What follows belongs to an exercise in optimizing a design on an open flow for small area, a short achievable clock period and few clock cycles; a production flow would make more cautious choices.
The RTL was checked by simulation tests, not by an equivalence proof against the original design.
Power and IR drop assume default switching activity.

==> flow/design.v (excerpt) <==
module frx_top (
    input  wire        clk,
    input  wire        rst,             
    input  wire        p_valid,
    input  wire [63:0] p_word,
    output wire        p_ready,
    input  wire        h_valid,
    input  wire [63:0] h_word,
    output wire        h_ready,
    output reg         r_valid,
    output reg  [1:0]  r_status,
    output reg  [31:0] r_data
);
For scale: about 8700 cells after synthesis, about 3100 flip-flops, about 170 I/O pins, ~130000 um2 of cells after synthesis.
==> flow/config.mk <==
export PLATFORM = sky130hd
export DESIGN_NAME = frx_top
export DESIGN_NICKNAME = frx_top
export VERILOG_FILES = /design/flow/design.v
export SDC_FILE = /design/flow/constraint.sdc
export NUM_CORES = 4
export LEC_CHECK = 0
export CAP_MARGIN = 20
export CORE_MARGIN = 2
export CORE_UTILIZATION = 50
export CTS_CLUSTER_DIAMETER = 60
export CTS_CLUSTER_SIZE = 30
export PLACE_DENSITY = 0.6
export SLEW_MARGIN = 20
export TNS_END_PERCENT = 10
==> flow/constraint.sdc <==
create_clock -name core_clock -period 12.0 [get_ports {clk}]
set_input_delay 2.4000 -clock core_clock [delete_from_list [all_inputs] [get_ports {clk}]]
set_output_delay 2.4000 -clock core_clock [all_outputs]
set_load 0.01 [all_outputs]
standard.sh (not shown) runs the stock make flow with config.mk's settings and CLKGATE_MAP_FILE= SYNTH_SCRIPT=/design/flow/synth_recipe.tcl, a recipe that flattens the netlist after the stock synthesis.
==> flow/flow/run.sh <==
#!/bin/bash
# The standard layout, with timing repair aiming for 8.5 ns of setup slack
# (a 3.5 ns period) instead of 0 and without gate cloning (a clone's load can
# end up at the max-capacitance limit after routing); everything else as
# the standard.sh.
set -euo pipefail
bash standard.sh SETUP_SLACK_MARGIN=8.5 SKIP_GATE_CLONING=1 finish > make_finish.log 2>&1
Testbench counts at the start, summed over its fixed seeds: cycles 14,058.
Edit:
--- a/flow/design.v
+++ b/flow/design.v
@@ -473,35 +473,29 @@
         hf_r   <= hg_r;
         if (issue && ha_cd)
             sc <= ha_cip ? cout_w : {8'd67, 1'b0, tol_pct, rx_pin, 6'd0, pin_valid, rx_en};
         if (hq_v && hq_r)
             sd <= q_raw;
     end
     always @(posedge clk) begin
-        r_valid <= ~rst & (hf_v | a_fast);
-        case (a_fast ? a_k : hf_k)
+        r_valid <= ~rst & hf_v;
+        case (hf_k)
         K_OK:     begin r_status <= 2'd0; r_data <= hf_c ? sc : hf_r ? sd : 32'd0; end
         K_ILL:    begin r_status <= 2'd1; r_data <= 32'd0; end
         K_RANGE:  begin r_status <= 2'd2; r_data <= 32'd0; end
         K_AVAIL:  begin r_status <= 2'd0; r_data <= {31'd0, n_av}; end
         K_VALUE:  begin r_status <= 2'd0; r_data <= n_val; end
         K_BITLEN: begin r_status <= 2'd0; r_data <= {26'd0, n_bl}; end
         K_DELAY:  begin r_status <= 2'd0; r_data <= {3'd0, n_dl}; end
         default:  begin r_status <= 2'd0; r_data <= 32'd0; end
         endcase
     end
     wire n_pa = ~rst & p_valid & p_ready;
     wire n_b  = ~rst & a_live;
-    wire a_rxrd  = (a_k == K_AVAIL) | (a_k == K_VALUE) | (a_k == K_BITLEN) | (a_k == K_DELAY);
-    wire a_hidle = ~(hb_v | hc_v | hq_v | hm1_v | hm2_v | hm3_v | hg_v | hf_v);
-    wire a_nopub = ~((b_v & b_dec) | (c_v & c_dec) | (q_v & q_dec) | (m1_v & m1_dec) |
-                     (m2_v & m2_dec) | (m3_v & m3_dec) | (g_v & g_dec) | f_pub |
-                     (pa_v & (b_v ? b_rc : rc)));
-    wire a_fast  = issue & a_rxrd & a_hidle & a_nopub;
-    wire n_hb = ~rst & issue & ~a_fast;
+    wire n_hb = ~rst & issue;
     always @(posedge clk) begin
         b_v   <= n_b;
         c_v   <= ~rst & b_v;
         q_v   <= ~rst & c_v;
         m1_v  <= ~rst & q_v;
         m2_v  <= ~rst & m1_v;
         m3_v  <= ~rst & m2_v;
Outcome:
- power goes down by 0.54%
- cell count goes down by 1.1%
- fmax goes up by 4.4%
- hold slack gets worse by 0.0062 ns
- setup slack gets better by 0.17 ns
- non-clock buffer count does not change
- register-to-register slack gets better by 0.17 ns
- design area goes down by 1.2%
- routed wire length goes down by 1.7%
- global-route usage goes up by 0.14 points
- clock skew goes down by 0.032 ns
- clock-buffer cell count goes down by 12
Testbench counts after the change, summed over its fixed seeds: cycles 14,122.

-- separate check: timing with driven ports --
In the flow no input, the clock included, has a driving cell. The finished layouts below were timed again as built, in two steps.
Step 1: set_driving_cell puts a clkbuf_16 on clk and a buf_2 on each other input, an assumption about the parent block.
Step 2 adds t to the input delays and takes it off the output delays; t is the mean of the earliest and latest rising clock arrival at the registers after step 1. Input paths then give back, and output paths get back, about the clock's delay inside the block.
a / b / c = ideal / step 1 / step 2; a / b = the first two.
run | t, ns | setup slack, ns | worst hold slack (ns) | cell pins on the clock port's net
the first run | 0.992 | 7.860 / 7.860 / 7.523 | 0.318 / 0.318 / 0.318 | 1
the second run | 0.998 | 8.033 / 8.033 / 7.386 | 0.311 / 0.311 / 0.311 | 1
After both steps every run listed still meets setup and hold. The setup slack of the second run, which loses most, moves by 0.000 ns with the drivers and by -0.647 ns with both steps.
